What follows belongs to an exercise in optimizing a design on an open flow for small area, a short achievable clock period and few clock cycles; a production flow would make more cautious choices.
In this exercise RTL edits were held to simulation tests only and were not proved equivalent to the original.
No activity file was given, so power comes from the tool's default toggle rates.

File: design.v
module zs_codec (
    input             clk,
    input             rst,           
    input             host_req,
    input             host_we,
    input      [10:0] host_addr,
    input      [7:0]  host_wdata,
    output            host_ready,
    output reg        host_rvalid,
    output reg [7:0]  host_rdata,
    output            tx_valid,
    output     [31:0] tx_frame,      
    input             tx_ready
);
    localparam [7:0] OP_NOP        = 8'h00;
    localparam [7:0] OP_CW_U16     = 8'h10;
    localparam [7:0] OP_CW_BYTES   = 8'h11;
    localparam [7:0] OP_CW_SUBSYS  = 8'h12;
    localparam [7:0] OP_CW_TYPE    = 8'h13;
    localparam [7:0] OP_CW_NAME    = 8'h14;
    localparam [7:0] OP_CW_SER     = 8'h15;
    localparam [7:0] OP_HDR_BYTES  = 8'h20;
    localparam [7:0] OP_HDR_SER    = 8'h21;
    localparam [7:0] OP_FRM_BYTES  = 8'h22;
    localparam [7:0] OP_FRM_SER    = 8'h23;
    localparam [7:0] OP_CHECKSUM   = 8'h30;
    localparam [7:0] OP_ENV_BYTES  = 8'h31;
    localparam [7:0] OP_ENV_SER    = 8'h32;
    localparam [7:0] OP_ENV_CMD    = 8'h33;
    localparam [7:0] OP_LINK_MAKE  = 8'h40;
    localparam [7:0] OP_LINK_ACK   = 8'h41;
    localparam [7:0] OP_LINK_PARSE = 8'h42;
    localparam [3:0] E_OK        = 4'd0;
    localparam [3:0] E_FRAMING   = 4'd1;
    localparam [3:0] E_CHECKSUM  = 4'd2;
    localparam [3:0] E_TRUNC     = 4'd3;
    localparam [3:0] E_VARIANT   = 4'd4;
    localparam [3:0] E_LENGTH    = 4'd5;
    localparam [3:0] E_ILLEGAL   = 4'd6;
    localparam [4:0] I_NOP = 5'd0,
                     I_CW_U16 = 5'd1,
                     I_CW_BYTES = 5'd2,
                     I_CW_SUBSYS = 5'd3,
                     I_CW_TYPE = 5'd4,
                     I_CW_NAME = 5'd5,
                     I_CW_SER = 5'd6,
                     I_HDR_BYTES = 5'd7,
                     I_HDR_SER = 5'd8,
                     I_FRM_BYTES = 5'd9,
                     I_FRM_SER = 5'd10,
                     I_CHECKSUM = 5'd11,
                     I_ENV_BYTES = 5'd12,
                     I_ENV_SER = 5'd13,
                     I_ENV_CMD = 5'd14,
                     I_LINK_MAKE = 5'd15,
                     I_LINK_ACK = 5'd16,
                     I_LINK_PARSE = 5'd17,
                     I_ILL = 5'd31;
    localparam [2:0] G_NONE = 3'd0, G_ENVSER = 3'd1, G_FRMSER = 3'd2,
                     G_LINK = 3'd3, G_FRMFROM = 3'd4, G_ENVFROM = 3'd5,
                     G_CKSUM = 3'd6;
    localparam [2:0] W_IDLE = 3'd0, W_A1 = 3'd1, W_A2 = 3'd2, W_RUN = 3'd3,
                     W_P1 = 3'd4, W_P2 = 3'd5;
    localparam [1:0] OS_PAY = 2'd0, OS_PAY1 = 2'd1, OS_IB = 2'd2;
    function [15:0] crc_m1;
        input [15:0] x;
        begin
            crc_m1[0] = ^(x & 16'h1100);
            crc_m1[1] = ^(x & 16'h2200);
            crc_m1[2] = ^(x & 16'h4400);
            crc_m1[3] = ^(x & 16'h8800);
            crc_m1[4] = ^(x & 16'h1000);
            crc_m1[5] = ^(x & 16'h3100);
            crc_m1[6] = ^(x & 16'h6200);
            crc_m1[7] = ^(x & 16'hC400);
            crc_m1[8] = ^(x & 16'h8801);
            crc_m1[9] = ^(x & 16'h1002);
            crc_m1[10] = ^(x & 16'h2004);
            crc_m1[11] = ^(x & 16'h4008);
            crc_m1[12] = ^(x & 16'h9110);
            crc_m1[13] = ^(x & 16'h2220);
            crc_m1[14] = ^(x & 16'h4440);
            crc_m1[15] = ^(x & 16'h8880);
        end
    endfunction
    function [15:0] crc_m8;
        input [15:0] x;
        begin
            crc_m8[0] = ^(x & 16'h859B);
            crc_m8[1] = ^(x & 16'h0B36);
            crc_m8[2] = ^(x & 16'h166C);
            crc_m8[3] = ^(x & 16'h2CD8);
            crc_m8[4] = ^(x & 16'h59B0);
            crc_m8[5] = ^(x & 16'h36FB);
            crc_m8[6] = ^(x & 16'h6DF7);
            crc_m8[7] = ^(x & 16'hDBEE);
            crc_m8[8] = ^(x & 16'hB7DC);
            crc_m8[9] = ^(x & 16'h6FB8);
            crc_m8[10] = ^(x & 16'hDF70);
            crc_m8[11] = ^(x & 16'hBEE1);
            crc_m8[12] = ^(x & 16'hF859);
            crc_m8[13] = ^(x & 16'hF0B3);
            crc_m8[14] = ^(x & 16'hE166);
            crc_m8[15] = ^(x & 16'hC2CD);
        end
    endfunction
    function [15:0] crc_byte;
        input [15:0] c;
        input [7:0]  b;
        begin
            crc_byte = crc_m1(c ^ {b, 8'h00});
        end
    endfunction
    function [4:0] op_index;
        input [7:0] d;
        begin
            case (d)
                OP_NOP: op_index = I_NOP;
                OP_CW_U16: op_index = I_CW_U16;
                OP_CW_BYTES: op_index = I_CW_BYTES;
                OP_CW_SUBSYS: op_index = I_CW_SUBSYS;
                OP_CW_TYPE: op_index = I_CW_TYPE;
                OP_CW_NAME: op_index = I_CW_NAME;
                OP_CW_SER: op_index = I_CW_SER;
                OP_HDR_BYTES: op_index = I_HDR_BYTES;
                OP_HDR_SER: op_index = I_HDR_SER;
                OP_FRM_BYTES: op_index = I_FRM_BYTES;
                OP_FRM_SER: op_index = I_FRM_SER;
                OP_CHECKSUM: op_index = I_CHECKSUM;
                OP_ENV_BYTES: op_index = I_ENV_BYTES;
                OP_ENV_SER: op_index = I_ENV_SER;
                OP_ENV_CMD: op_index = I_ENV_CMD;
                OP_LINK_MAKE: op_index = I_LINK_MAKE;
                OP_LINK_ACK: op_index = I_LINK_ACK;
                OP_LINK_PARSE: op_index = I_LINK_PARSE;
                default: op_index = I_ILL;
            endcase
        end
    endfunction
    function reg_only;
        input [4:0] i;
        begin
            case (i)
                I_NOP, I_CW_U16, I_CW_BYTES, I_CW_SUBSYS, I_CW_TYPE, I_CW_NAME,
                I_CW_SER, I_HDR_BYTES, I_HDR_SER, I_ENV_CMD, I_LINK_PARSE, I_ILL:
                    reg_only = 1'b1;
                default:
                    reg_only = 1'b0;
            endcase
        end
    endfunction
    function known_subsys;
        input [4:0] c;
        begin
            known_subsys = (c <= 5'h09) || (c == 5'h0F) || (c == 5'h15);
        end
    endfunction
    reg [7:0]  op_r;
    reg [3:0]  err_r;
    reg        done_r;
    reg        sticky_r;
    reg [7:0]  cmd0_r, cmd1_r, len_r;
    reg        variant_r;
    reg [15:0] arg_r;
    reg [15:0] res_r;
    reg [8:0]  consumed_r;
    reg [8:0]  ibuf_len_r;
    reg [8:0]  obuf_len_r;
    reg [7:0]  obc0, obc1, obc2, obc3;       
    reg [7:0]  ibs0, ibs1, ibs2, ibs3, ibs4;  
    reg [8:0]  ibs1p4;                       
    reg [9:0]  ibs0p3, ibs1p5;               
    reg        frm_short, env_short;         
    reg [7:0]  pay0s;                        
    reg        hold_r;                       
    reg        txv_r;
    reg        tx_arm;                       
    reg [2:0]  pend_a;                       
    reg [31:0] txf_r;                        
    reg  [7:0]    ph;
    reg  [2047:0] ibr, payr, obr;
    wire [2047:0] ibr_n, payr_n, obr_n;
    wire [7:0] ib_cur  [0:31];    
    wire [7:0] ib_prt  [0:31];    
    wire [7:0] pay_cur [0:31];    
    wire [7:0] pay_nx  [0:31];    
    wire [7:0] ob_cur  [0:31];
    wire [7:0] ib_nv   [0:31];    
    wire [7:0] pay_nv  [0:31];
    wire [7:0] ob_nv   [0:31];
    genvar gs, gk, gm;
    generate
        for (gs = 0; gs < 256; gs = gs + 1) begin : g_slot
            if (gs % 8 != 0) begin : g_plain
                assign ibr_n [8*gs +: 8] = ibr [8*((gs+1)%256) +: 8];
                assign payr_n[8*gs +: 8] = payr[8*((gs+1)%256) +: 8];
                assign obr_n [8*gs +: 8] = obr [8*((gs+1)%256) +: 8];
            end else begin : g_port
                assign ibr_n [8*gs +: 8] = ib_nv [gs/8];
                assign payr_n[8*gs +: 8] = pay_nv[gs/8];
                assign obr_n [8*gs +: 8] = ob_nv [gs/8];
            end
        end
        for (gk = 0; gk < 32; gk = gk + 1) begin : g_taps
            assign ib_cur [gk] = ibr [8*(8*gk+1) +: 8];
            assign ib_prt [gk] = ibr [8*(8*gk)   +: 8];
            assign pay_cur[gk] = payr[8*(8*gk+1) +: 8];
            assign pay_nx [gk] = payr[8*(8*gk+2) +: 8];
            assign ob_cur [gk] = obr [8*(8*gk+1) +: 8];
        end
    endgenerate
    always @(posedge clk) begin
        ibr  <= ibr_n;
        payr <= payr_n;
        obr  <= obr_n;
    end
    always @(posedge clk) begin
        if (rst) ph <= 8'd0;
        else     ph <= ph + 8'd1;
    end
    reg        e0_v, e1_v;
    reg        e0_we, e1_we;
    reg [7:0]  e0_d, e1_d;
    reg [7:0]  e0_a, e1_a;       
    reg [5:0]  e0_c, e1_c;       
    reg [7:0]  e0_dl, e1_dl;
    reg [4:0]  e0_oi;            
    reg        e0_ro;            
    reg        rdy_r;
    reg [7:0]  nk0, nk4;         
    assign host_ready = rdy_r;
    wire acc = host_req && rdy_r && !rst;
    wire [10:0] ha     = host_addr;
    wire [5:0]  in_c;
    assign in_c[0] = (ha[10:4] == 7'h00);
    assign in_c[1] = (ha[10:8] == 3'h1) && (ha[7:0] < 8'd250);
    assign in_c[2] = (ha[10:8] == 3'h2);
    assign in_c[3] = (ha[10:8] == 3'h4) && (ha[7:2] == 6'd0);
    assign in_c[4] = ((ha[10:8] == 3'h4) && (ha[7:2] != 6'd0)) ||
                     ((ha[10:8] == 3'h5) && (ha[7:2] == 6'd0));
    assign in_c[5] = (ha == 11'h000) && host_we;
    wire [7:0]  in_dl  = ha[7:0] + ((ha[9] | ha[10]) ? nk4 : nk0);
    wire [7:0]  a      = e0_a;
    wire        a_reg  = e0_c[0];
    wire        a_pay  = e0_c[1];
    wire        a_ib   = e0_c[2];
    wire        a_obc  = e0_c[3];
    wire        a_obr  = e0_c[4];
    wire        a_op   = e0_c[5];
    wire        a_ring = a_pay || a_ib || a_obr;
    wire        a_algn = (e0_dl[2:0] == 3'd0);
    wire [4:0]  a_port = e0_dl[7:3];
    reg [2:0]  g_op;          
    reg        g_ph;          
    reg [7:0]  g_n;           
    reg [8:0]  g_p;           
    reg        reg_pend;      
    reg [2:0]  w_st;
    reg [3:0]  w_cnt;
    reg [8:0]  w_len;         
    reg [7:0]  w_e;           
    reg        w_cpo;         
    reg [1:0]  w_osrc;
    reg        w_cpp;         
    reg        w_psrc;        
    reg        w_xib;         
    reg [3:0]  m_a, m_b;      
    reg        m_w;
    reg [15:0] mask;          
    reg [7:0]  xg0, xg1;
    reg [7:0]  xacc;
    reg [7:0]  fcs_r;
    wire w_run  = (w_st == W_RUN);
    wire w_arm  = (w_st == W_A1) || (w_st == W_A2);
    wire w_idle = (w_st == W_IDLE);
    reg [1:0]  tq_st;         
    reg [7:0]  tq_dl;         
    reg [4:0]  tq_port;
    reg [1:0]  tq_cnt;
    reg [1:0]  tq_v;          
    wire [7:0] tq_val = (tq_v == 2'd0) ? crc_r[15:8] :
                        (tq_v == 2'd1) ? crc_r[7:0]  :
                        (tq_v == 2'd2) ? 8'h7E : xacc;
    wire       tq_w   = (tq_st == 2'd2);
    reg        sv, sfv;
    reg  [8:0] sm;
    reg  [7:0] sx, sf, sfcs;
    reg [15:0] sc;
    reg        pv;
    reg  [7:0] pm;
    reg  [7:0] px;
    reg [1:0]  cr_st;         
    reg [1:0]  zph;           
    reg [2:0]  z_rem;
    reg [5:0]  z_chk;
    reg        st_pay;        
    reg [4:0]  cr_port;
    reg [8:0]  cr_cnt;
    reg [7:0]  crc_b;
    reg        crc_bv;
    reg [15:0] crc_r;
    wire [15:0] crc_step = crc_m1(crc_r ^ {(cr_st == 2'd3) ? 8'h00 : crc_b, 8'h00});
    wire [8:0] m_q9  = w_len + 9'd15 - {5'd0, w_e[3:0]};
    wire [4:0] m_q   = m_q9[8:4];
    wire [3:0] m_an  = 4'd0 - w_e[7:4];
    wire [4:0] m_sum = {1'b0, m_an} + m_q;
    wire [15:0] mask_n;
    generate
        for (gk = 0; gk < 16; gk = gk + 1) begin : g_mask
            wire ge = (gk >= m_a);
            wire lt = (gk <  m_b);
            assign mask_n[gk] = m_w ? (ge | lt) : (ge & lt);
        end
    endgenerate
    always @(posedge clk) begin
        m_a  <= m_an;
        m_b  <= m_sum[3:0];
        m_w  <= m_sum[4];
        mask <= mask_n;
    end
    wire        fcs_take = w_run && (g_op == G_ENVFROM) && !g_ph &&
                           (ph[2:0] == g_n[2:0]);
    wire        cr_algn  = st_pay ? (ph[2:0] == 3'd0) : (ph[2:0] == 3'd4);
    wire [4:0]  cr_p0    = st_pay ? (5'd0 - ph[7:3]) : ~ph[7:3];
    wire        cr_take  = ((cr_st == 2'd1) && cr_algn) || (cr_st == 2'd2);
    wire [4:0]  cr_psel  = (cr_st == 2'd1) ? cr_p0 : cr_port;
    reg  [1:0]  ps_ring;            
    reg  [4:0]  ps_port;
    reg  [1:0]  pg_sel;
    reg  [7:0]  pg [0:3];
    wire [7:0]  pg_out = pg[pg_sel];
    generate
        for (gm = 0; gm < 4; gm = gm + 1) begin : g_rgrp
            wire [5:0] sl = 6'd8 * gm + {3'd0, ps_port[2:0]};
            always @(posedge clk)
                pg[gm] <= (ps_ring == 2'd0) ? payr[64*sl +: 8] :
                          (ps_ring == 2'd1) ? ibr [64*sl +: 8] :
                                              obr [64*sl +: 8];
        end
    endgenerate
    wire eng_idle = (g_op == G_NONE);
    wire eng_ib   = (g_op == G_LINK) || (g_op == G_FRMFROM) || (g_op == G_ENVFROM) ||
                    (g_op == G_CKSUM);
    wire eng_pay  = (g_op == G_ENVSER) || (g_op == G_FRMSER) || (g_op == G_FRMFROM) ||
                    (g_op == G_ENVFROM);
    wire cp_young = w_run && !w_cnt[3];
    reg  can;
    always @(*) begin
        can = 1'b0;
        if (e0_v && !reg_pend) begin
            if (e0_we) begin
                if (a_op)
                    can = hold_r || eng_idle || e0_ro;
                else if (a_pay || a_ib)
                    can = hold_r || ((a_pay ? !eng_pay : !eng_ib) && a_algn);
                else
                    can = 1'b1;
            end else begin
                if (a_ring)
                    can = a_algn && !w_arm && !(cp_young && a_port[0] &&
                                                 ((a_obr && w_cpo) || (a_pay && w_cpp)));
                else
                    can = 1'b1;
            end
        end
    end
    wire proc    = can;
    wire do_wr   = proc && e0_we && !hold_r;         
    wire issue   = do_wr && a_op;
    wire h_pay_w = do_wr && a_pay;
    wire h_ib_w  = do_wr && a_ib;
    wire [1:0] q_cnt  = {1'b0, e0_v} + {1'b0, e1_v};
    wire [1:0] q_next = q_cnt - {1'b0, proc} + {1'b0, acc};
    always @(posedge clk) begin
        if (rst) begin
            e0_v  <= 1'b0;
            e1_v  <= 1'b0;
            rdy_r <= 1'b0;
            nk0   <= 8'hFF;
            nk4   <= 8'hFB;
        end else begin
            nk0   <= nk0 - 8'd1;
            nk4   <= nk4 - 8'd1;
            rdy_r <= (q_next != 2'd2);
            e0_dl <= e0_dl - 8'd1;
            e1_dl <= e1_dl - 8'd1;
            if (proc || !e0_v) begin
                if (e1_v) begin
                    e0_v <= 1'b1; e0_we <= e1_we; e0_a <= e1_a; e0_d <= e1_d;
                    e0_oi <= op_index(e1_d);
                    e0_ro <= reg_only(op_index(e1_d));
                    e0_c <= e1_c; e0_dl <= e1_dl - 8'd1;
                    e1_v <= acc;
                    if (acc) begin
                        e1_we <= host_we; e1_a <= ha[7:0]; e1_d <= host_wdata;
                        e1_c <= in_c; e1_dl <= in_dl;
                    end
                end else begin
                    e0_v <= acc;
                    if (acc) begin
                        e0_we <= host_we; e0_a <= ha[7:0]; e0_d <= host_wdata;
                        e0_oi <= op_index(host_wdata);
                        e0_ro <= reg_only(op_index(host_wdata));
                        e0_c <= in_c; e0_dl <= in_dl;
                    end
                end
            end else if (acc) begin
                e1_v <= 1'b1; e1_we <= host_we; e1_a <= ha[7:0]; e1_d <= host_wdata;
                e1_c <= in_c; e1_dl <= in_dl;
            end
        end
    end
    generate
        for (gk = 0; gk < 32; gk = gk + 1) begin : g_ports
            wire hsel  = (a_port == gk);
            wire ib_w  = h_ib_w  && hsel;
            wire pay_w = h_pay_w && hsel;
            wire cpp   = (gk % 2 == 0) && w_run && w_cpp && mask[gk/2];
            wire cpo   = (gk % 2 == 0) && w_run && w_cpo && mask[gk/2];
            wire tlw   = tq_w && (tq_port == gk);
            assign ib_nv[gk]  = ib_w ? e0_d : ib_cur[gk];
            assign pay_nv[gk] = pay_w ? e0_d :
                                cpp ? (w_psrc ? ib_cur[gk] : ib_prt[gk]) :
                                pay_cur[gk];
            assign ob_nv[gk]  = cpo ? ((w_osrc == OS_PAY)  ? pay_cur[gk] :
                                       (w_osrc == OS_PAY1) ? pay_nx[gk] : ib_prt[gk]) :
                                tlw ? tq_val : ob_cur[gk];
        end
    endgenerate
    reg [7:0] xgrp [0:1];
    integer xi, xm;
    always @(*) begin
        for (xm = 0; xm < 2; xm = xm + 1) begin
            xgrp[xm] = 8'h00;
            for (xi = 8*xm; xi < 8*xm + 8; xi = xi + 1)
                xgrp[xm] = xgrp[xm] ^ ({8{mask[xi] & w_xib}} & ib_cur[2*xi]);
        end
    end
    reg [7:0] rd_reg;
    always @(*) begin
        case (a[3:0])
            4'h0: rd_reg = op_r;
            4'h1: rd_reg = {1'b0, sticky_r, hold_r, done_r, err_r};
            4'h2: rd_reg = cmd0_r;
            4'h3: rd_reg = cmd1_r;
            4'h4: rd_reg = len_r;
            4'h5: rd_reg = {7'd0, variant_r};
            4'h6: rd_reg = arg_r[7:0];
            4'h7: rd_reg = arg_r[15:8];
            4'h8: rd_reg = res_r[7:0];
            4'h9: rd_reg = res_r[15:8];
            4'hA: rd_reg = consumed_r[7:0];
            4'hB: rd_reg = {7'd0, consumed_r[8]};
            4'hC: rd_reg = ibuf_len_r[7:0];
            4'hD: rd_reg = {7'd0, ibuf_len_r[8]};
            4'hE: rd_reg = obuf_len_r[7:0];
            default: rd_reg = {7'd0, obuf_len_r[8]};
        endcase
    end
    wire [7:0] rd_obc = (a[1:0] == 2'd0) ? obc0 : (a[1:0] == 2'd1) ? obc1 :
                        (a[1:0] == 2'd2) ? obc2 : obc3;
    reg       rq1_v, rq1_ring, rq2_v, rq2_ring;
    reg [7:0] rq1_dat, rq2_dat;
    reg       fq1, fq2, cq1, cq2;
    always @(posedge clk) begin
        if (rst) begin
            rq1_v       <= 1'b0;
            rq2_v       <= 1'b0;
            host_rvalid <= 1'b0;
            fq1 <= 1'b0; fq2 <= 1'b0;
            cq1 <= 1'b0; cq2 <= 1'b0;
        end else begin
            rq1_v       <= proc && !e0_we;
            rq2_v       <= rq1_v;
            host_rvalid <= rq2_v;
            fq1 <= fcs_take; fq2 <= fq1;
            cq1 <= cr_take;  cq2 <= cq1;
        end
        rq1_ring <= a_ring;
        rq1_dat  <= a_reg ? rd_reg : a_obc ? rd_obc : 8'h00;
        rq2_ring <= rq1_ring;
        rq2_dat  <= rq1_dat;
        pg_sel   <= ps_port[4:3];
        host_rdata <= !rq2_v ? 8'h00 : rq2_ring ? pg_out : rq2_dat;
        if (cr_take) begin
            ps_ring <= st_pay ? 2'd0 : 2'd1; ps_port <= cr_psel;
        end else if (fcs_take) begin
            ps_ring <= 2'd1; ps_port <= g_n[7:3] - ph[7:3];
        end else begin
            ps_ring <= a_pay ? 2'd0 : a_ib ? 2'd1 : 2'd2;
            ps_port <= a_port;
        end
    end
    wire [7:0]  ack_b   = 8'h80 | {5'd0, pend_a};
    wire [15:0] ack_crc = crc_byte(16'h0000, ack_b);
    always @(posedge clk)
        txf_r <= {8'h7E, ack_crc[7:0], ack_crc[15:8], ack_b};
    always @(posedge clk)
        txv_r <= !rst && (tx_arm || (txv_r && !tx_ready));
    assign tx_valid = txv_r;
    assign tx_frame = txf_r;
    wire   tx_acc   = !rst && txv_r && tx_ready;
    reg        ak_pend;
    reg [1:0]  ak_cnt;
    wire       ak_fire = ak_pend && ((ak_cnt == 2'd0) || (ak_cnt == 2'd1 && proc));
    wire [7:0] wd       = e0_d;
    wire [8:0] il_wr    = a[0] ? {wd[0], ibuf_len_r[7:0]} : {ibuf_len_r[8], wd};
    wire [8:0] il_new   = (il_wr > 9'd256) ? 9'd256 : il_wr;
    wire [7:0] ack_c    = 8'h80 | {5'd0, arg_r[2:0]};
    wire [8:0] lk_p     = ibuf_len_r;
    wire       lk_fast  = sv && (sm == ibuf_len_r);
    wire       es_fast  = (len_r == 8'd0) || (pv && pm == len_r);
    wire [7:0] es_fold  = len_r ^ cmd0_r ^ cmd1_r;
    task complete;
        input [3:0] e;
        begin
            err_r  <= e;
            done_r <= 1'b1;
            if (e != E_OK)
                sticky_r <= 1'b1;
        end
    endtask
    task sweep;
        input [1:0] lo_code;      
        input [8:0] len;
        begin
            w_len <= len;
            w_e   <= ph + ((lo_code == 2'd0) ? 8'd3 : (lo_code == 2'd1) ? 8'd7 : 8'd6);
            w_st  <= W_A1;
        end
    endtask
    task tail;
        input [7:0] lo;
        input [1:0] n;
        input [1:0] v;
        reg   [7:0] d;
        begin
            d = lo - ph - 8'd1;
            tq_cnt <= n;
            tq_v   <= v;
            tq_dl  <= d;
            tq_port <= d[7:3];
            tq_st  <= (d[2:0] == 3'd0) ? 2'd2 : 2'd1;
        end
    endtask
    always @(posedge clk) begin
        if (rst) begin
            op_r       <= 8'h00;
            err_r      <= E_OK;
            done_r     <= 1'b0;
            sticky_r   <= 1'b0;
            cmd0_r     <= 8'h00;
            cmd1_r     <= 8'h00;
            len_r      <= 8'h00;
            variant_r  <= 1'b0;
            arg_r      <= 16'h0000;
            res_r      <= 16'h0000;
            consumed_r <= 9'd0;
            ibuf_len_r <= 9'd0;
            obuf_len_r <= 9'd0;
            frm_short  <= 1'b1;
            env_short  <= 1'b1;
            hold_r     <= 1'b0;
            tx_arm     <= 1'b0;
            ak_pend    <= 1'b0;
            ak_cnt     <= 2'd0;
            g_op       <= G_NONE;
            w_st       <= W_IDLE;
            w_cpo      <= 1'b0;
            w_cpp      <= 1'b0;
            w_xib      <= 1'b0;
            reg_pend   <= 1'b0;
            tq_st      <= 2'd0;
            cr_st      <= 2'd0;
            crc_bv     <= 1'b0;
            xg0 <= 8'h00; xg1 <= 8'h00;
            sv         <= 1'b0;
            sfv        <= 1'b0;
            pv         <= 1'b0;
        end else begin
            if (proc && e0_we && a_reg && a[3:0] == 4'h1 && wd[6])
                sticky_r <= 1'b0;
            if (do_wr && a_reg) begin
                case (a[3:0])
                    4'h2: cmd0_r    <= wd;
                    4'h3: cmd1_r    <= wd;
                    4'h4: len_r     <= wd;
                    4'h5: variant_r <= wd[0];
                    4'h6: arg_r[7:0]  <= wd;
                    4'h7: arg_r[15:8] <= wd;
                    4'hC, 4'hD: begin
                        ibuf_len_r <= il_new;
                        frm_short  <= {1'b0, il_new} < ibs0p3;
                        env_short  <= {1'b0, il_new} < ibs1p5;
                    end
                    default: ;
                endcase
            end
            if (h_ib_w) begin
                case (a[7:0])
                    8'd0: begin
                        ibs0      <= wd;
                        ibs0p3    <= 10'd3 + {2'd0, wd};
                        frm_short <= {1'b0, ibuf_len_r} < 10'd3 + {2'd0, wd};
                    end
                    8'd1: begin
                        ibs1      <= wd;
                        ibs1p4    <= 9'd4 + {1'b0, wd};
                        ibs1p5    <= 10'd5 + {2'd0, wd};
                        env_short <= {1'b0, ibuf_len_r} < 10'd5 + {2'd0, wd};
                    end
                    8'd2: ibs2 <= wd;
                    8'd3: ibs3 <= wd;
                    8'd4: ibs4 <= wd;
                    default: ;
                endcase
                if (a[7:0] == 8'd0) begin
                    sv  <= 1'b1;
                    sm  <= 9'd1;
                    sx  <= wd;
                    sc  <= crc_byte(16'h0000, wd);
                    sfv <= 1'b0;
                end else if (sv && {1'b0, a[7:0]} == sm) begin
                    sm <= sm + 9'd1;
                    sx <= sx ^ wd;
                    sc <= crc_byte(sc, wd);
                    if (sm == ibs1p4) begin
                        sf   <= sx ^ ibs0;
                        sfcs <= wd;
                        sfv  <= 1'b1;
                    end
                end else
                    sv <= 1'b0;
            end
            if (h_pay_w) begin
                if (a[7:0] == 8'd0)
                    pay0s <= wd;
                if (a[7:0] == 8'd0) begin
                    pv <= 1'b1;
                    pm <= 8'd1;
                    px <= wd;
                end else if (pv && a[7:0] == pm) begin
                    pm <= pm + 8'd1;
                    px <= px ^ wd;
                end else
                    pv <= 1'b0;
            end
            if (tx_arm)
                tx_arm <= 1'b0;
            if (tx_acc) begin
                ak_pend <= 1'b1;
                ak_cnt  <= q_next;
            end else if (ak_pend) begin
                if (ak_fire) begin
                    ak_pend    <= 1'b0;
                    hold_r     <= 1'b0;
                    obc0       <= txf_r[7:0];
                    obc1       <= txf_r[15:8];
                    obc2       <= txf_r[23:16];
                    obc3       <= 8'h7E;
                    obuf_len_r <= 9'd4;
                    res_r      <= {txf_r[15:8], txf_r[23:16]};
                    complete(E_OK);
                end else if (proc)
                    ak_cnt <= ak_cnt - 2'd1;
            end
            if (w_run && w_xib) begin
                xg0 <= xgrp[0]; xg1 <= xgrp[1];
            end else begin
                xg0 <= 8'h00; xg1 <= 8'h00;
            end
            xacc <= xacc ^ xg0 ^ xg1 ^ ((crc_bv && st_pay) ? crc_b : 8'h00);
            if (fq2)
                fcs_r <= pg_out;
            if (crc_bv && !st_pay)
                crc_r <= crc_step;
            crc_bv <= cq2;
            if (cq2)
                crc_b <= pg_out;
            if (cr_st == 2'd1 && cr_algn) begin
                cr_port <= cr_p0;
                cr_cnt  <= cr_cnt - 9'd1;
                cr_st   <= (cr_cnt == 9'd1) ? 2'd0 : 2'd2;
            end else if (cr_st == 2'd2) begin
                cr_cnt <= cr_cnt - 9'd1;
                if (cr_cnt == 9'd1)
                    cr_st <= 2'd0;
            end else if (cr_st == 2'd3) begin
                case (zph)
                    2'd0: begin
                        crc_r <= crc_step;
                        z_rem <= z_rem - 3'd1;
                        if (z_rem == 3'd1)
                            zph <= (z_chk != 6'd0) ? 2'd1 : 2'd2;
                    end
                    2'd1: begin
                        crc_r <= crc_m8(crc_r);
                        z_chk <= z_chk - 6'd1;
                        if (z_chk == 6'd1)
                            zph <= 2'd2;
                    end
                    default: begin
                        crc_r <= crc_r ^ sc;
                        cr_st <= 2'd0;
                    end
                endcase
            end
            w_e <= w_e + 8'd1;
            case (w_st)
                W_A1: w_st <= W_A2;
                W_A2: begin
                    w_st  <= W_RUN;
                    w_cnt <= 4'd0;
                end
                W_RUN: begin
                    w_cnt <= w_cnt + 4'd1;
                    if (w_cnt == 4'd15) begin
                        if (w_xib)
                            w_st <= W_P1;       
                        else begin
                            w_st  <= W_IDLE;
                            w_cpo <= 1'b0;
                            w_cpp <= 1'b0;
                        end
                    end
                end
                W_P1: w_st <= W_P2;
                W_P2: begin
                    w_st  <= W_IDLE;
                    w_cpo <= 1'b0;
                    w_cpp <= 1'b0;
                    w_xib <= 1'b0;
                end
                default: ;
            endcase
            if (tq_st == 2'd1) begin
                tq_dl <= tq_dl - 8'd1;
                if (tq_dl[2:0] == 3'd1) begin
                    tq_st   <= 2'd2;
                    tq_port <= tq_dl[7:3];
                end
            end else if (tq_st == 2'd2) begin
                tq_v   <= tq_v + 2'd1;
                tq_cnt <= tq_cnt - 2'd1;
                if (tq_cnt == 2'd1)
                    tq_st <= 2'd0;
            end
            if (g_op != G_NONE) begin
                case (g_op)
                    G_ENVSER: begin
                        if (!g_ph) begin
                            if (cr_st == 2'd0 && !cq1 && !cq2 && !crc_bv) begin
                                tail(g_n, 2'd1, 2'd3);
                                reg_pend <= 1'b0;
                                g_ph     <= 1'b1;
                            end
                        end else if (w_idle && tq_st == 2'd0)
                            g_op <= G_NONE;
                    end
                    G_LINK: begin
                        if (!g_ph) begin
                            if (cr_st == 2'd0 && !cq1 && !cq2 && !crc_bv) begin
                                res_r    <= crc_r;
                                reg_pend <= 1'b0;
                                g_ph     <= 1'b1;
                                case (g_p)
                                    9'd0: begin obc1 <= crc_r[15:8]; obc2 <= crc_r[7:0]; obc3 <= 8'h7E; end
                                    9'd1: begin obc2 <= crc_r[15:8]; obc3 <= crc_r[7:0]; end
                                    9'd2: begin obc3 <= crc_r[15:8]; end
                                    default: ;
                                endcase
                                if (g_p >= 9'd3)
                                    tail(g_p[7:0] - 8'd3, 2'd3, 2'd0);
                                else if (g_p != 9'd0)
                                    tail(8'd0, g_p[1:0], 2'd3 - g_p[1:0]);
                            end
                        end else if (w_idle && tq_st == 2'd0)
                            g_op <= G_NONE;
                    end
                    G_ENVFROM: begin
                        if (!g_ph) begin
                            if (w_idle) begin
                                reg_pend <= 1'b0;
                                if (fcs_r != xacc) begin
                                    complete(E_CHECKSUM);
                                    g_op <= G_NONE;
                                end else if (g_n > 8'd250) begin
                                    complete(E_LENGTH);
                                    g_op <= G_NONE;
                                end else begin
                                    variant_r  <= 1'b0;
                                    len_r      <= g_n;
                                    cmd0_r     <= ibs2;
                                    cmd1_r     <= ibs3;
                                    res_r      <= {8'd0, xacc};
                                    consumed_r <= 9'd5 + {1'b0, g_n};
                                    complete(E_OK);
                                    pv <= 1'b1;
                                    pm <= g_n;
                                    px <= xacc ^ ibs1 ^ ibs2 ^ ibs3;
                                    g_ph <= 1'b1;
                                    if (g_n == 8'd0)
                                        g_op <= G_NONE;
                                    else begin
                                        pay0s  <= ibs4;
                                        w_cpp  <= 1'b1;
                                        w_psrc <= 1'b1;
                                        sweep(2'd0, {1'b0, g_n});
                                    end
                                end
                            end
                        end else if (w_idle)
                            g_op <= G_NONE;
                    end
                    G_CKSUM: begin
                        if (w_idle) begin
                            res_r    <= {8'd0, xacc};
                            reg_pend <= 1'b0;
                            g_op     <= G_NONE;
                        end
                    end
                    default: begin
                        if (w_idle)
                            g_op <= G_NONE;
                    end
                endcase
            end
            if (issue) begin
                op_r   <= wd;
                done_r <= 1'b0;
                case (e0_oi)
                    I_NOP: complete(E_OK);
                    I_CW_U16: begin
                        cmd0_r <= arg_r[7:0];
                        cmd1_r <= arg_r[15:8];
                        complete(E_OK);
                    end
                    I_CW_BYTES: begin
                        if (ibuf_len_r < 9'd2)
                            complete(E_TRUNC);
                        else begin
                            cmd0_r     <= ibs0;
                            cmd1_r     <= ibs1;
                            consumed_r <= 9'd2;
                            complete(E_OK);
                        end
                    end
                    I_CW_SUBSYS: begin
                        res_r <= known_subsys(cmd0_r[4:0]) ? {11'd0, cmd0_r[4:0]} : 16'd0;
                        complete(E_OK);
                    end
                    I_CW_TYPE: begin
                        res_r <= {13'd0, cmd0_r[7:5]};
                        complete(E_OK);
                    end
                    I_CW_NAME: begin
                        res_r <= {7'd0, known_subsys(cmd0_r[4:0]), 3'd0, cmd0_r[4:0]};
                        complete(E_OK);
                    end
                    I_CW_SER: begin
                        obc0 <= cmd0_r;
                        obc1 <= cmd1_r;
                        obuf_len_r <= 9'd2;
                        complete(E_OK);
                    end
                    I_HDR_BYTES: begin
                        if (ibuf_len_r < 9'd3)
                            complete(E_TRUNC);
                        else if (ibs0 > 8'd250)
                            complete(E_LENGTH);
                        else begin
                            len_r      <= ibs0;
                            cmd0_r     <= ibs1;
                            cmd1_r     <= ibs2;
                            consumed_r <= 9'd3;
                            complete(E_OK);
                        end
                    end
                    I_HDR_SER: begin
                        obc0 <= len_r;
                        obc1 <= cmd0_r;
                        obc2 <= cmd1_r;
                        obuf_len_r <= 9'd3;
                        complete(E_OK);
                    end
                    I_FRM_BYTES: begin
                        if (ibuf_len_r < 9'd3)
                            complete(E_TRUNC);
                        else if (ibs0 > 8'd250)
                            complete(E_LENGTH);
                        else if (frm_short)
                            complete(E_TRUNC);
                        else begin
                            len_r      <= ibs0;
                            cmd0_r     <= ibs1;
                            cmd1_r     <= ibs2;
                            consumed_r <= 9'd3 + {1'b0, ibs0};
                            complete(E_OK);
                            if (ibs0 != 8'd0) begin
                                pay0s  <= ibs3;
                                pv     <= 1'b0;
                                g_op   <= G_FRMFROM;
                                w_cpp  <= 1'b1;
                                w_psrc <= 1'b0;
                                sweep(2'd0, {1'b0, ibs0});
                            end
                        end
                    end
                    I_FRM_SER: begin
                        if (len_r > 8'd250)
                            complete(E_LENGTH);
                        else begin
                            obc0 <= len_r;
                            obc1 <= cmd0_r;
                            obc2 <= cmd1_r;
                            if (len_r != 8'd0)
                                obc3 <= pay0s;
                            obuf_len_r <= 9'd3 + {1'b0, len_r};
                            complete(E_OK);
                            if (len_r > 8'd1) begin
                                g_op   <= G_FRMSER;
                                w_cpo  <= 1'b1;
                                w_osrc <= OS_PAY1;
                                sweep(2'd0, {1'b0, len_r - 8'd1});
                            end
                        end
                    end
                    I_CHECKSUM: begin
                        xacc <= 8'h00;
                        complete(E_OK);
                        if (ibuf_len_r == 9'd0)
                            res_r <= 16'd0;
                        else if (sv && sm == ibuf_len_r)
                            res_r <= {8'd0, sx};
                        else begin
                            reg_pend <= 1'b1;
                            g_op     <= G_CKSUM;
                            w_xib    <= 1'b1;
                            sweep(2'd1, ibuf_len_r);
                        end
                    end
                    I_ENV_BYTES: begin
                        xacc <= 8'h00;
                        if (ibuf_len_r < 9'd1 || ibs0 != 8'hFE)
                            complete(E_FRAMING);
                        else if (ibuf_len_r < 9'd2)
                            complete(E_FRAMING);
                        else if (env_short)
                            complete(E_FRAMING);
                        else if (sv && sfv) begin
                            if (sfcs != sf)
                                complete(E_CHECKSUM);
                            else if (ibs1 > 8'd250)
                                complete(E_LENGTH);
                            else begin
                                variant_r  <= 1'b0;
                                len_r      <= ibs1;
                                cmd0_r     <= ibs2;
                                cmd1_r     <= ibs3;
                                res_r      <= {8'd0, sf};
                                consumed_r <= 9'd5 + {1'b0, ibs1};
                                complete(E_OK);
                                pv <= 1'b1;
                                pm <= ibs1;
                                px <= sf ^ ibs1 ^ ibs2 ^ ibs3;
                                if (ibs1 != 8'd0) begin
                                    pay0s  <= ibs4;
                                    g_op   <= G_ENVFROM;
                                    g_ph   <= 1'b1;
                                    g_n    <= ibs1;
                                    w_cpp  <= 1'b1;
                                    w_psrc <= 1'b1;
                                    sweep(2'd0, {1'b0, ibs1});
                                end
                            end
                        end else begin
                            reg_pend <= 1'b1;
                            g_op     <= G_ENVFROM;
                            g_ph     <= 1'b0;
                            g_n      <= ibs1;
                            w_xib    <= 1'b1;
                            sweep(2'd2, {1'b0, ibs1} + 9'd3);
                        end
                    end
                    I_ENV_SER: begin
                        if (variant_r)
                            complete(E_VARIANT);
                        else if (len_r > 8'd250)
                            complete(E_LENGTH);
                        else begin
                            obc0 <= 8'hFE;
                            obc1 <= len_r;
                            obc2 <= cmd0_r;
                            obc3 <= cmd1_r;
                            obuf_len_r <= 9'd5 + {1'b0, len_r};
                            complete(E_OK);
                            g_op <= G_ENVSER;
                            g_ph <= 1'b0;
                            g_n  <= len_r;
                            if (len_r != 8'd0) begin
                                w_cpo  <= 1'b1;
                                w_osrc <= OS_PAY;
                                sweep(2'd0, {1'b0, len_r});
                            end
                            if (es_fast) begin
                                xacc <= es_fold ^ (len_r == 8'd0 ? 8'h00 : px);
                                g_ph <= 1'b1;
                                tail(len_r, 2'd1, 2'd3);
                            end else begin
                                xacc     <= es_fold;
                                reg_pend <= 1'b1;
                                st_pay   <= 1'b1;
                                cr_st    <= 2'd1;
                                cr_cnt   <= {1'b0, len_r};
                            end
                        end
                    end
                    I_ENV_CMD: begin
                        if (variant_r)
                            complete(E_VARIANT);
                        else begin
                            res_r <= {cmd1_r, cmd0_r};
                            complete(E_OK);
                        end
                    end
                    I_LINK_MAKE: begin
                        obc0 <= arg_r[7:0];
                        if (lk_p >= 9'd1) obc1 <= ibs0;
                        if (lk_p >= 9'd2) obc2 <= ibs1;
                        if (lk_p >= 9'd3) obc3 <= ibs2;
                        obuf_len_r <= lk_p + 9'd4;
                        complete(E_OK);
                        reg_pend <= 1'b1;
                        g_op     <= G_LINK;
                        g_ph     <= 1'b0;
                        g_p      <= lk_p;
                        crc_r    <= crc_byte(16'h0000, arg_r[7:0]);
                        st_pay   <= 1'b0;
                        if (lk_p != 9'd0) begin
                            cr_st  <= lk_fast ? 2'd3 : 2'd1;
                            cr_cnt <= lk_p;
                            z_rem  <= lk_p[2:0];
                            z_chk  <= lk_p[8:3];
                            zph    <= (lk_p[2:0] != 3'd0) ? 2'd0 : 2'd1;
                        end
                        if (lk_p >= 9'd4) begin
                            w_cpo  <= 1'b1;
                            w_osrc <= OS_IB;
                            sweep(2'd0, lk_p - 9'd3);
                        end
                    end
                    I_LINK_ACK: begin
                        pend_a   <= arg_r[2:0];
                        hold_r   <= 1'b1;
                        tx_arm   <= 1'b1;
                    end
                    I_LINK_PARSE: begin
                        res_r <= {9'd0, arg_r[6:4] + 3'd1, arg_r[3], arg_r[6:4]};
                        complete(E_OK);
                    end
                    default: complete(E_ILLEGAL);
                endcase
            end
        end
    end
endmodule
File: flow/run.sh
#!/bin/bash
set -uo pipefail
bash standard.sh SETUP_SLACK_MARGIN=7 finish > flow_make.log 2>&1
status=$?
echo "standard.sh exit status $status" >> flow_make.log
exit $status
File: standard.sh
#!/bin/bash
# synth_recipe.tcl (not shown) runs the flow's synth.tcl, then flattens the netlist and writes it again
# the make line also repeats each setting of config.mk as NAME=value (left out here)
make -C /OpenROAD-flow-scripts/flow DESIGN_CONFIG=/design/flow/config.mk WORK_HOME=/design/flow/orfs CLKGATE_MAP_FILE= SYNTH_SCRIPT=/design/flow/synth_recipe.tcl "${@:-finish}"
File: config.mk
export PLATFORM = sky130hd
export DESIGN_NAME = zs_codec
export DESIGN_NICKNAME = zs_codec
export VERILOG_FILES = /design/flow/design.v
export SDC_FILE = /design/flow/constraint.sdc
export NUM_CORES = 8
export LEC_CHECK = 0
export ABC_CLOCK_PERIOD_IN_PS = 3000
export CAP_MARGIN = 20
export CORE_MARGIN = 2
export CORE_UTILIZATION = 58
export CTS_CLUSTER_DIAMETER = 70
export CTS_CLUSTER_SIZE = 30
export PLACE_DENSITY = 0.72
export SETUP_SLACK_MARGIN = 5
export SLEW_MARGIN = 20
File: constraint.sdc
create_clock -name core_clock -period 10.0 [get_ports {clk}]
set_input_delay 2.0000 -clock core_clock [delete_from_list [all_inputs] [get_ports {clk}]]
set_output_delay 2.0000 -clock core_clock [all_outputs]
set_load 0.01 [all_outputs]
==> flow_metrics.tcl, run 1 <==
set metrics [dict create \
    finalNetCount 15310 \
    synth.most_common_cell "dfxtp_1" \
    yosys.area_share.simple 0.06393 \
    crit_arrival_ns 4.31 \
    regArea_um2 139500 \
    cp-end-kind "flop" \
    io-pin-count 67 \
    multi_input_area_um2 52370 \
    synthTopCellsByArea "dfxtp_1 (68%), edfxtp_1 (5.8%), mux2_2 (2.7%)" \
    ant_nets 0 \
    r2r-end "w_len[1]" \
    avgSynthCellArea_um2 12.90 \
    clkTransAtPathRegs_ns 0.11 \
    hold_path.class "reg -> reg" \
    switchingPower_mw 9.949 \
    die_w_um 575.7 \
    cts_num_sinks 6781 \
    setup-tns-final_ns 0 \
    rr_startpoint "g_n[1]" \
    holdBufCountCts 0 \
    grt_pass1_wl_um 783100 \
    dpl_worst_slack_ns 5.105 \
    first_pass_iters 9 \
    wl_per_cell_um 30.24 \
    grt_max_degree 141 \
    synth_xor_area_frac 0.02875 \
    period_needed_ns 3.612 \
    grt.overflow.total 0 \
    outcome "finished with violations" \
    cts_buffers 293 \
    synthAdderAreaFrac 0.01073 \
    htreeDepth 5 \
    busiest_layer "met2" \
    gp_routability_congestion 1.032 \
    p_clk_frac 0.324 \
    synth_cell_type_count 110 \
    cts_tree "yes" \
    synth-compound-area-share 0.07621 \
    hpwl_um 375500 \
    min-delay-start "payr[447]" \
    start_util 0.5837 \
    drc 0 \
    synth-edff-count 366 \
    grt_pass1_vias 104000 \
    cts_root_buffer "clkbuf_16" \
    fill_cells 23140 \
    grtUsageMet3 0.07499 \
    yosysSeqAreaShare 0.7355 \
    combPwrFrac 0.040 \
    crit_path_end "w_len[1]" \
    num_rows 209 \
    synth_top_cell_area_share 0.6775 \
    r2r_setup_slack_ns 6.39 \
    clockBufferDepth 4 \
    wl_um 591700 \
    final.period_utilization 0.3612 \
    worstPathRequired_ns 10.70 \
    syn_area_um2 189600 \
    setup_slack_ns 6.388 \
    hold_violations 0 \
    core_area_um2 324800 \
    rsz0062_at_grt "true" \
    yosys.area.top_type "dfxtp_1" \
    synth-seq-cells 6781 \
    synthMuxAreaShare 0.06473 \
    synth_top_family_by_area "compound AO/OA/AOI/OAI gates" \
    use_met1 0.4638 \
    port_buffers 46 \
    seq_power_share 0.637 \
    drt-initial-drc-count 14550 \
    grt_usage 0.3338 \
    synthFlopType "dfxtp_1" \
    netlist_instances 14690 \
    total_leakage_power_nw 83.47 \
    async_reset_ff_frac 0 \
    worstPathMaxFanout 3 \
    viasPerCell 5.883 \
    antenna_found_initial 52 \
    ys_warn_count 3 \
    crit_path_start "g_n[1]" \
    drive_gt1_frac 0.1818 \
    die_h_um 575.7 \
    crit_type "reg -> reg" \
    skew_ns 0.07890 \
    startpoint_type "flop" \
    dieArea_um2 331400 \
    p_sw_frac 0.2277 \
    maxSlewViolCount 5 \
    power_density_nw_per_um2 201.3 \
    vias 115100 \
    max_freq_mhz 276.8 \
    grtUsageMet2 0.4838 \
    peakVddDrop_mv 0.2207 \
    max-cap-violations 2 \
    slew_headroom -0.005916 \
    r2r_cells 11 \
    area_growth_pct 14.50 \
    clk_latency_ns 1.00 \
    violations "capacitance limit, slew limit" \
    finalSetupViolCount 0 \
    synth_common_cells "dfxtp_1 (6415), nand2_1 (1101), nor2_1 (939), a21oi_1 (808), o21ai_0 (759)" \
    p_int_mw 33.74 \
    tightest_slew_ns 1.501 \
]
==> layout make-up <==
cell class,instances,area share
flip-flops and latches,6781,0.6427
multi-input cells,7006,0.2413
repair buffers,877,0.04722
clock buffers,315,0.03509
well taps,4325,0.02493
clock inverters,65,0.005027
inverters,168,0.003332
diodes,26,0.0002998
repair inverters,2,0.00006918
==> cells by family after synthesis <==
logic type,Yosys count
flops,6781
simple gates,2736
compound gates,2414
mux,1027
buf+inv,955
xor+xnor,619
fa+ha+maj,160
other cells,2
==> worst max-delay path, stage by stage, from the launching register on <==
cell	delay, ns
edfxtp_1	0.51
inv_2	0.17
ha_4	0.14
or4b_4	0.49
o211a_4	0.31
nand4b_1	0.29
buf_12	0.17
mux2i_4	0.29
mux2i_1	0.15
a221oi_2	0.39
o22ai_1	0.15
or3_1	0.31
==> metrics by stage <==
| step | power (mW) | util | instance area [um^2] | instances | hold WS [ns] |
|---|---|---|---|---|---|
| finish | 43.69 | 0.6683 | 217000 | 19570 | 0.3047 |
| global route | 44.78 | 0.6681 | 217000 | 19550 | 0.3091 |
| CTS | 43.58 | 0.6471 | 210200 | 19240 | 0.2972 |
| detailed placement | 29.83 | 0.6003 | 195000 | 18530 | 0.3121 |
| floorplan | 29.03 | - | 190300 | 14710 | 0.3096 |
| global placement | 29.83 | 0.6000 | 194900 | 18520 | 0.3095 |
==> worst min-delay path by stage <==
stage            endpoint  slack [ns]  cells after the start
4_1_cts        payr[2025]        0.30                      0
3_3_place_gp     obr[602]        0.31                      0
5_1_grt        payr[2025]        0.31                      0
2_1_floorplan   ibr[1000]        0.31                      0
3_5_place_dp    ibr[1583]        0.31                      0
6_report        payr[439]        0.30                      0
==> cells in the final DEF (no fill, tap or decap), types with 294 or more instances in the layout <==
master	netlist	final
clkbuf_16	0	332
nand2_1	1101	886
xnor2_1	402	394
mux2i_1	453	446
mux2_2	453	294
a21oi_1	808	724
dfxtp_1	6415	6383
nor2_1	939	863
buf_4	32	455
edfxtp_1	366	366
o21ai_0	759	514
==> power groups by stage <==
| stage | combinational, mW | clock, mW | sequential [mW] |
|---|---|---|---|
| after global routing | 1.78 | 15.2 | 27.8 |
| final | 1.75 | 14.1 | 27.8 |
| after CTS | 1.56 | 14.2 | 27.8 |
| after floorplan | 0.933 | 0 | 28.1 |
| after detailed placement | 1.41 | 0 | 28.4 |
| after global placement | 1.40 | 0 | 28.4 |
==> metal layers <==
layer	part of all wire	vias to the layer above
met2	0.42	6516
li1	-	50480
met4	0.069	25
met1	0.40	56380
met3	0.11	1700
met5	0.00082	-
==> flip-flops by register name (all words and copies together), names as in the netlist, 9 cells and up <==
signal      count
ibr          2048
obr          2048
payr         2048
pg             32
arg_r          16
crc_r          16
mask           16
res_r          16
sc             16
consumed_r      9
cr_cnt          9
g_p             9
ibs0p3          9
ibs1p4          9
ibs1p5          9
ibuf_len_r      9
obuf_len_r      9
sm              9
w_len           9
==> repair_timing <==
| item | 4_1_cts | 5_1_grt |
|---|---|---|
| setup endpoints to repair | 1277 | 1050 |
| setup buffers | 309 | 241 |
| pin swaps | 192 | 318 |
| gates resized for setup | 828 | 1141 |
| gates cloned | 27 | 57 |
Testbench counts, summed over its fixed seeds: cycles 111,884.
==> inputs of run 2 (changes only) <==
==> flow/run.sh (replaced) <==
#!/bin/bash
set -uo pipefail
MARGIN=7
REP=orfs/reports/sky130hd/zs_codec/base

clean_layout() {
  local r=$REP/6_finish.rpt
  [[ -f $r && -f $REP/drt_antennas.log ]] || return 1
  grep -q "^Net:" $REP/drt_antennas.log && return 1
  for k in "max slew" "max cap" "setup" "hold"; do
    grep -q "^$k violation count 0$" $r || return 1
  done
  return 0
}

attempt() {
  local n=$1; shift
  rm -f out/final.def
  bash standard.sh SETUP_SLACK_MARGIN=$MARGIN "$@" finish > flow_make_$n.log 2>&1
  local st=$?
  echo "standard.sh exit status $st" >> flow_make_$n.log
  [[ $st -eq 0 && -s out/final.def ]] || return 1
  if ! clean_layout; then
    echo "the layout has violations; trying again" >> flow_make_$n.log
    return 1
  fi
  return 0
}

attempt 1 && exit 0
mv orfs orfs_attempt1
attempt 2 PLACE_DENSITY=0.68 CORE_UTILIZATION=54 && exit 0
mv orfs orfs_attempt2
rm -f out/final.def
bash standard.sh SETUP_SLACK_MARGIN=$MARGIN PLACE_DENSITY=0.65 CORE_UTILIZATION=50 finish > flow_make_3.log 2>&1
st=$?
echo "standard.sh exit status $st" >> flow_make_3.log
exit $st
--- a/config.mk
+++ b/config.mk
@@ -7,5 +7,5 @@
 export LEC_CHECK = 0
 export ABC_CLOCK_PERIOD_IN_PS = 3000
-export CAP_MARGIN = 20
+export CAP_MARGIN = 25
 export CORE_MARGIN = 2
 export CORE_UTILIZATION = 58
@@ -14,3 +14,3 @@
 export PLACE_DENSITY = 0.72
 export SETUP_SLACK_MARGIN = 5
-export SLEW_MARGIN = 20
+export SLEW_MARGIN = 25
==> run 2 against run 1 <==
  * The run now finishes clean
  * First-iteration DRC count up 0.37%
  * Cell count rose by 0.16%
  * Worst setup slack improved by 0.011 ns
  * Fmax up 0.32%
  * Sequential power about the same
  * Critical endpoint unchanged
==> flow_metrics.tcl, run 2 <==
set metrics [dict create \
    worstPathMaxFanout 3 \
    grt_max_degree 141 \
    die_h_um 575.7 \
    area_growth_pct 14.85 \
    cts_tree "yes" \
    hold_path.class "reg -> reg" \
    cts_buffers 293 \
    cts_num_sinks 6781 \
    antenna_found_initial 59 \
    drive_gt1_frac 0.1863 \
    final.period_utilization 0.3601 \
    yosys.area.top_type "dfxtp_1" \
    holdBufCountCts 0 \
    finalSetupViolCount 0 \
    synth_cell_type_count 110 \
    crit_arrival_ns 4.29 \
    die_w_um 575.7 \
    total_leakage_power_nw 83.47 \
    max_freq_mhz 277.7 \
    async_reset_ff_frac 0 \
    synth.most_common_cell "dfxtp_1" \
    mostFrequentLayoutCells "dfxtp_1 (6383), nand2_1 (894), nor2_1 (851)" \
    slew_headroom 0.06169 \
    hold_violations 0 \
    max-cap-violations 0 \
    crit_chain "inv_2 -> ha_4 -> or4b_4 -> o211a_4 -> nand4b_1 -> buf_12 -> mux2i_4 -> mux2i_1 -> a221oi_2 -> o22ai_1 -> or3_1" \
    io-pin-count 67 \
    peakVddDrop_mv 0.2218 \
    synth_common_cells "dfxtp_1 (6415), nand2_1 (1101), nor2_1 (939), a21oi_1 (808), o21ai_0 (759)" \
    vias 115200 \
    maxSlewViolCount 0 \
    first_pass_iters 13 \
    synth_top_cell_area_share 0.6775 \
    fill_cells 23010 \
    synth-seq-cells 6781 \
    hpwl_um 375400 \
    reg_top3 "ibr x2048, obr x2048, payr x2048" \
    skew_ns 0.06726 \
    drt-initial-drc-count 14610 \
    avgSynthCellArea_um2 12.90 \
    slowest_delay_ns 0.49 \
    start_util 0.5837 \
    grt_usage 0.3399 \
    rsz0062_at_grt "true" \
    grt_pass1_wl_um 795700 \
    outcome "timing/DRC/antenna clean" \
    finalNetCount 15330 \
    core_area_um2 324800 \
    viasPerCell 5.876 \
    tightest_slew_ns 1.402 \
    cp-end-kind "flop" \
    hold_ws_ns 0.3101 \
    gp_routability_congestion 1.032 \
    drc 0 \
    syn_area_um2 189600 \
    clkTransAtPathRegs_ns 0.10 \
    htreeDepth 5 \
    startpoint_type "flop" \
    crit_family "simple AND/OR/NAND/NOR gates" \
    num_rows 209 \
    cp_slowest_cell "edfxtp_1" \
    clockBufferDepth 4 \
    grt.overflow.total 0 \
    worstPathRequired_ns 10.69 \
    setup-tns-final_ns 0 \
    final_common_cell "dfxtp_1" \
    grt_pass1_vias 104700 \
    period_needed_ns 3.601 \
    ys_warn_count 3 \
    port_buffers 46 \
    clk_latency_ns 0.97 \
    synthFlopType "dfxtp_1" \
    wl_um 593300 \
    yosysSeqAreaShare 0.7355 \
    cts_root_buffer "clkbuf_16" \
    ant_nets 0 \
    cp_num_buf_inv 2 \
    crit_type "reg -> reg" \
    dieArea_um2 331400 \
    synth-edff-count 366 \
    power_density_nw_per_um2 200.6 \
    synthTopCellsByArea "dfxtp_1 (68%), edfxtp_1 (5.8%), mux2_2 (2.7%)" \
    wl_per_cell_um 30.28 \
    netlist_instances 14690 \
]
-- run 2: changes by cell type in the layout (fill, tap and decap cells not counted), moves of 7 or more --
cell and change:
inv_6 +9, nor2_1 -12, buf_4 +21, o21ai_0 +8, nor2_4 +7, nand2_4 -14
buf_16 +11, o21ai_1 -16, nand2_1 +8, clkbuf_16 -16, nand2_8 +10
-- run 2: stage by stage --
stage	utilization	std cells	area [um^2]	setup WS (ns)	total power, mW
6_report	0.6703	19600	217700	6.399	43.67
4_1_cts	0.6530	19310	212100	6.503	43.55
5_1_grt	0.6702	19570	217700	6.424	44.72
3_3_place_gp	0.6000	18520	194900	4.986	29.83
2_1_floorplan	-	14710	190300	5.932	29.03
3_5_place_dp	0.6004	18530	195000	5.096	29.84
-- run 2: timing repair --
item,in CTS,in global routing
endpoints found under the setup margin,1265,952
setup buffers,352,226
pin swaps,297,260
resized for setup,1142,903
cloned,52,31
-- run 2: layout make-up --
| class | instances | area, um^2 | area share |
|---|---|---|---|
| sequential | 6781 | 139500 | 0.6408 |
| multi-input combinational | 7010 | 52840 | 0.2427 |
| timing repair buffer | 902 | 10520 | 0.04830 |
| clock buffer | 310 | 7502 | 0.03446 |
| tap | 4325 | 5411 | 0.02486 |
| clock inverter | 69 | 1120 | 0.005144 |
| inverter | 168 | 726.9 | 0.003339 |
| antenna | 29 | 72.57 | 0.0003333 |
| timing repair inverter | 2 | 16.27 | 0.00007471 |
-- run 2: worst paths after layout --
path	from	to	slack, ns	cells past startpoint
hold / removal	ibr[1361]	ibr[1353]	0.31	0
setup / recovery	g_n[1]	w_len[1]	6.40	11
setup reg to reg	g_n[1]	w_len[1]	6.40	11
hold reg to reg	ibr[1361]	ibr[1353]	0.31	0
-- run 2: where the power goes --
part | internal (mW) | leakage [nW] | total, mW | switching (mW)
logic | 0.598 | 24.2 | 1.74 | 1.15
clock network | 5.72 | 4.19 | 14.1 | 8.40
registers | 27.4 | 55.1 | 27.8 | 0.388
total | 33.7 | 83.5 | 43.7 | 9.94
-- run 2: metal layers --
metal | part of all wire | track usage | up-vias
li1 | - | - | 50550
met1 | 0.40 | 0.4691 | 56240
met2 | 0.42 | 0.4941 | 6573
met3 | 0.11 | 0.07991 | 1766
met4 | 0.070 | 0.1899 | 20
met5 | 0.00024 | 0 | -
-- run 2: cell families (layout without fill, tap and decap cells) --
kind of cell | after synthesis | in the layout | share of synthesized area
compound gates | 2414 | 2419 | 0.07621
buf+inv | 955 | 1451 | 0.02015
mux | 1027 | 1027 | 0.06473
fa+ha+maj | 160 | 160 | 0.01073
other cells | 2 | 49 | 0.00003962
flops | 6781 | 6781 | 0.7355
simple gates | 2736 | 2765 | 0.06393
xor+xnor | 619 | 619 | 0.02875
==> inputs of run 3 (changes only) <==
--- a/flow/run.sh
+++ b/flow/run.sh
@@ -30,8 +30,8 @@
 attempt 1 && exit 0
 mv orfs orfs_attempt1
-attempt 2 PLACE_DENSITY=0.68 CORE_UTILIZATION=54 && exit 0
+attempt 2 PLACE_DENSITY=0.62 CORE_UTILIZATION=48 && exit 0
 mv orfs orfs_attempt2
 rm -f out/final.def
-bash standard.sh SETUP_SLACK_MARGIN=$MARGIN PLACE_DENSITY=0.65 CORE_UTILIZATION=50 finish > flow_make_3.log 2>&1
+bash standard.sh SETUP_SLACK_MARGIN=$MARGIN PLACE_DENSITY=0.68 CORE_UTILIZATION=52 finish > flow_make_3.log 2>&1
 st=$?
 echo "standard.sh exit status $st" >> flow_make_3.log
==> config.mk (replaced) <==
export PLATFORM = sky130hd
export DESIGN_NAME = zs_codec
export DESIGN_NICKNAME = zs_codec
export VERILOG_FILES = /design/flow/design.v
export SDC_FILE = /design/flow/constraint.sdc
export NUM_CORES = 8
export LEC_CHECK = 0
export ABC_CLOCK_PERIOD_IN_PS = 5000
export CAP_MARGIN = 20
export CORE_MARGIN = 2
export CORE_UTILIZATION = 50
export CTS_CLUSTER_DIAMETER = 70
export CTS_CLUSTER_SIZE = 30
export PLACE_DENSITY = 0.65
export SETUP_SLACK_MARGIN = 5
export SLEW_MARGIN = 20
==> run 3 against run 2 <==
  * Worst setup slack improved by 0.060 ns
  * Synthesized cell count unchanged
  * Highest routed layer unchanged
  * Cell count increased by 4.8%
  * Count of clock-buffer cells in the layout increased by 28
  * Critical path depth decreased by 10
  * Critical path type is now reg -> out
  * Clock skew increased by 0.023 ns
  * Sequential share of layout area decreased by 0.54 points
  * Worst hold slack got worse by 0.037 ns
  * Global-route usage decreased by 5.1 points
  * Non-clock buffer count decreased by 55
  * Still clean on timing, DRC and antenna
  * Power increased by 3.1%
==> flow_metrics.tcl, run 3 <==
set metrics [dict create \
    outcome "timing/DRC/antenna clean" \
    dieArea_um2 400000 \
    r2r_cells 16 \
    ant_nets 0 \
    final.period_utilization 0.3540 \
    wl_per_cell_um 29.29 \
    total_leakage_power_nw 83.78 \
    synth_common_cells "dfxtp_1 (6415), nand2_1 (1101), nor2_1 (939), a21oi_1 (808), o21ai_0 (759)" \
    synth_top_cell_area_share 0.6775 \
    grt_max_degree 94 \
    tightest_slew_ns 1.374 \
    multi_input_area_um2 52600 \
    clkTransAtPathRegs_ns 0.11 \
    port_buffers 46 \
    clockBufferDepth 4 \
    fill_cells 32140 \
    wl_um 601700 \
    start_util 0.4826 \
    io-pin-count 67 \
    cts_tree "yes" \
    netlist_instances 14690 \
    period_needed_ns 3.540 \
    crit_type "reg -> out" \
    final_common_cell "dfxtp_1" \
    cp_slowest_cell "dfxtp_4" \
    grt_usage 0.2887 \
    finalSetupViolCount 0 \
    hold_violations 0 \
    grt_pass1_vias 103200 \
    yosysSeqAreaShare 0.7355 \
    drt-initial-drc-count 13710 \
    peakVddDrop_mv 0.1590 \
    mostFrequentLayoutCells "dfxtp_1 (6383), nand2_1 (904), nor2_1 (865)" \
    area_growth_pct 15.83 \
    synth.most_common_cell "dfxtp_1" \
    num_rows 230 \
    cts_num_sinks 6781 \
    synth-seq-cells 6781 \
    hpwl_um 395000 \
    synth_cell_type_count 110 \
    finalNetCount 15300 \
    crit_chain "buf_2" \
    async_reset_ff_frac 0 \
    cp_num_buf_inv 1 \
    drive_gt1_frac 0.1864 \
    max-cap-violations 0 \
    cts_root_buffer "clkbuf_16" \
    avgSynthCellArea_um2 12.90 \
    antenna_found_initial 65 \
    grt_pass1_wl_um 809600 \
    synthFlopType "dfxtp_1" \
    reg_top3 "ibr x2048, obr x2048, payr x2048" \
    cp_num_cells 1 \
    drc 0 \
    viasPerCell 5.495 \
    worstPathRequired_ns 8.00 \
    rsz0062_at_grt "true" \
    skew_ns 0.09052 \
    cts_buffers 319 \
    crit_arrival_ns 1.54 \
    worstPathMaxFanout 4 \
    yosys.area.top_type "dfxtp_1" \
    core_area_um2 392800 \
    crit_family "flip-flops" \
    power_density_nw_per_um2 205.0 \
    max_freq_mhz 282.4 \
    synth-edff-count 366 \
    maxSlewViolCount 0 \
    syn_area_um2 189600 \
    die_h_um 632.4 \
    place_inst 19440 \
    slew_headroom 0.08067 \
    regArea_um2 139500 \
    startpoint_type "flop" \
    gp_routability_congestion 1.015 \
    htreeDepth 5 \
    setup-tns-final_ns 0 \
    final_cell_count_no_fill 20550 \
    clk_latency_ns 1.01 \
    holdPathStages 0 \
    die_w_um 632.4 \
    cp-end-kind "primary output" \
    grt.overflow.total 0 \
    ys_warn_count 3 \
    hold_path.class "reg -> reg" \
    vias 112900 \
    first_pass_iters 10 \
    slowest_delay_ns 0.40 \
    synthTopCellsByArea "dfxtp_1 (68%), edfxtp_1 (5.8%), mux2_2 (2.7%)" \
]
## run 3: final timing paths
path	startpoint	end	slack (ns)
worst max-delay path	tx_frame[18]	tx_frame[18]	6.46
worst min-delay path	payr[377]	payr[369]	0.27
worst min register to register	payr[377]	payr[369]	0.27
worst max register to register	e0_c[1]	payr[1027]	6.58
## run 3: report_power, final
part           internal (mW)  switching [mW]
sequential              27.4           0.384
clock                   6.51            8.96
combinational          0.588            1.15
total                   34.5            10.5
## run 3: area by class of cell
class | instances | area share
timing repair buffer | 847 | 0.04450
inverter | 168 | 0.003402
clock inverter | 139 | 0.009329
timing repair inverter | 2 | 0.00007408
multi-input combinational | 7006 | 0.2396
sequential | 6781 | 0.6354
antenna | 44 | 0.0005015
clock buffer | 338 | 0.03750
tap | 5220 | 0.02975
## run 3: cells by family (layout without fill, tap and decap cells)
logic type	Yosys count	after routing	synth area share
AND/OR/NAND/NOR	2736	2764	0.06393
AO/OA/AOI/OAI	2414	2416	0.07621
multiplexers	1027	1027	0.06473
buffers and inverters	955	1494	0.02015
other	2	64	0.00003962
flip-flops	6781	6781	0.7355
adder cells (fa/ha/maj)	160	160	0.01073
XOR/XNOR	619	619	0.02875
## run 3: what timing repair did
action	4_1_cts	5_1_grt
cloned	27	28
resized for setup	1062	912
endpoints found under the setup margin	1232	967
pin swaps	195	312
hold endpoints to repair	0	0
hold buffers	0	0
setup buffers	351	176
## run 3: worst register-to-register path, delay by kind of cell, from the launching register on
| kind | cells | cell delay [ns] |
|---|---|---|
| AND/OR/NAND/NOR | 5 | 0.95 |
| flip-flops | 1 | 0.46 |
| AO/OA/AOI/OAI | 3 | 0.68 |
| buffers and inverters | 8 | 1.18 |
## run 3: layer usage
metal | GRT usage | wire length, um
met1 | 0.4025 | 256700
met2 | 0.4256 | 253500
met3 | 0.06399 | 55910
met4 | 0.1393 | 35270
met5 | 0 | 290
## run 3: metrics by stage
step           setup slack [ns]    util  hold WS [ns]  power (mW)  area [um^2]
2_1_floorplan             5.932       -        0.3096       29.03       190300
6_report                  6.460  0.5590        0.2736       45.00       219600
3_5_place_dp              5.051  0.4995        0.3121       29.87       196200
3_3_place_gp              5.049  0.4995        0.3095       29.87       196200
5_1_grt                   6.427  0.5587        0.2748       46.25       219500
4_1_cts                   6.417  0.5453        0.2707       45.08       214200

[what the ideal ports hide]
How much do the figures lean on ideal ports? The routed layouts below were timed once more, with nothing changed but the port constraints. Step 1, drivers: a clkbuf_16 drives clk and a buf_2 each remaining input, both assumed. Step 2, shift: input delay + t, output delay - t, t = (earliest + latest rising clock arrival at the registers) / 2. This alone moves slack from input paths to output paths. Slacks: ideal ports / drivers / drivers and shift; pairs: ideal ports / drivers.
run	t (ns)	setup WS [ns]	worst setup path at the end	clock arrival spread, ns
run 1	1.062	6.388 / 6.388 / 5.557	input to register	0.089 / 0.089
run 2	1.041	6.399 / 6.399 / 5.710	input to register	0.069 / 0.068
run 3	1.067	6.460 / 6.348 / 5.623	input to register	0.111 / 0.110
The setup slack of run 3, which loses most, moves by -0.112 ns with the drivers and by -0.837 ns with both steps.
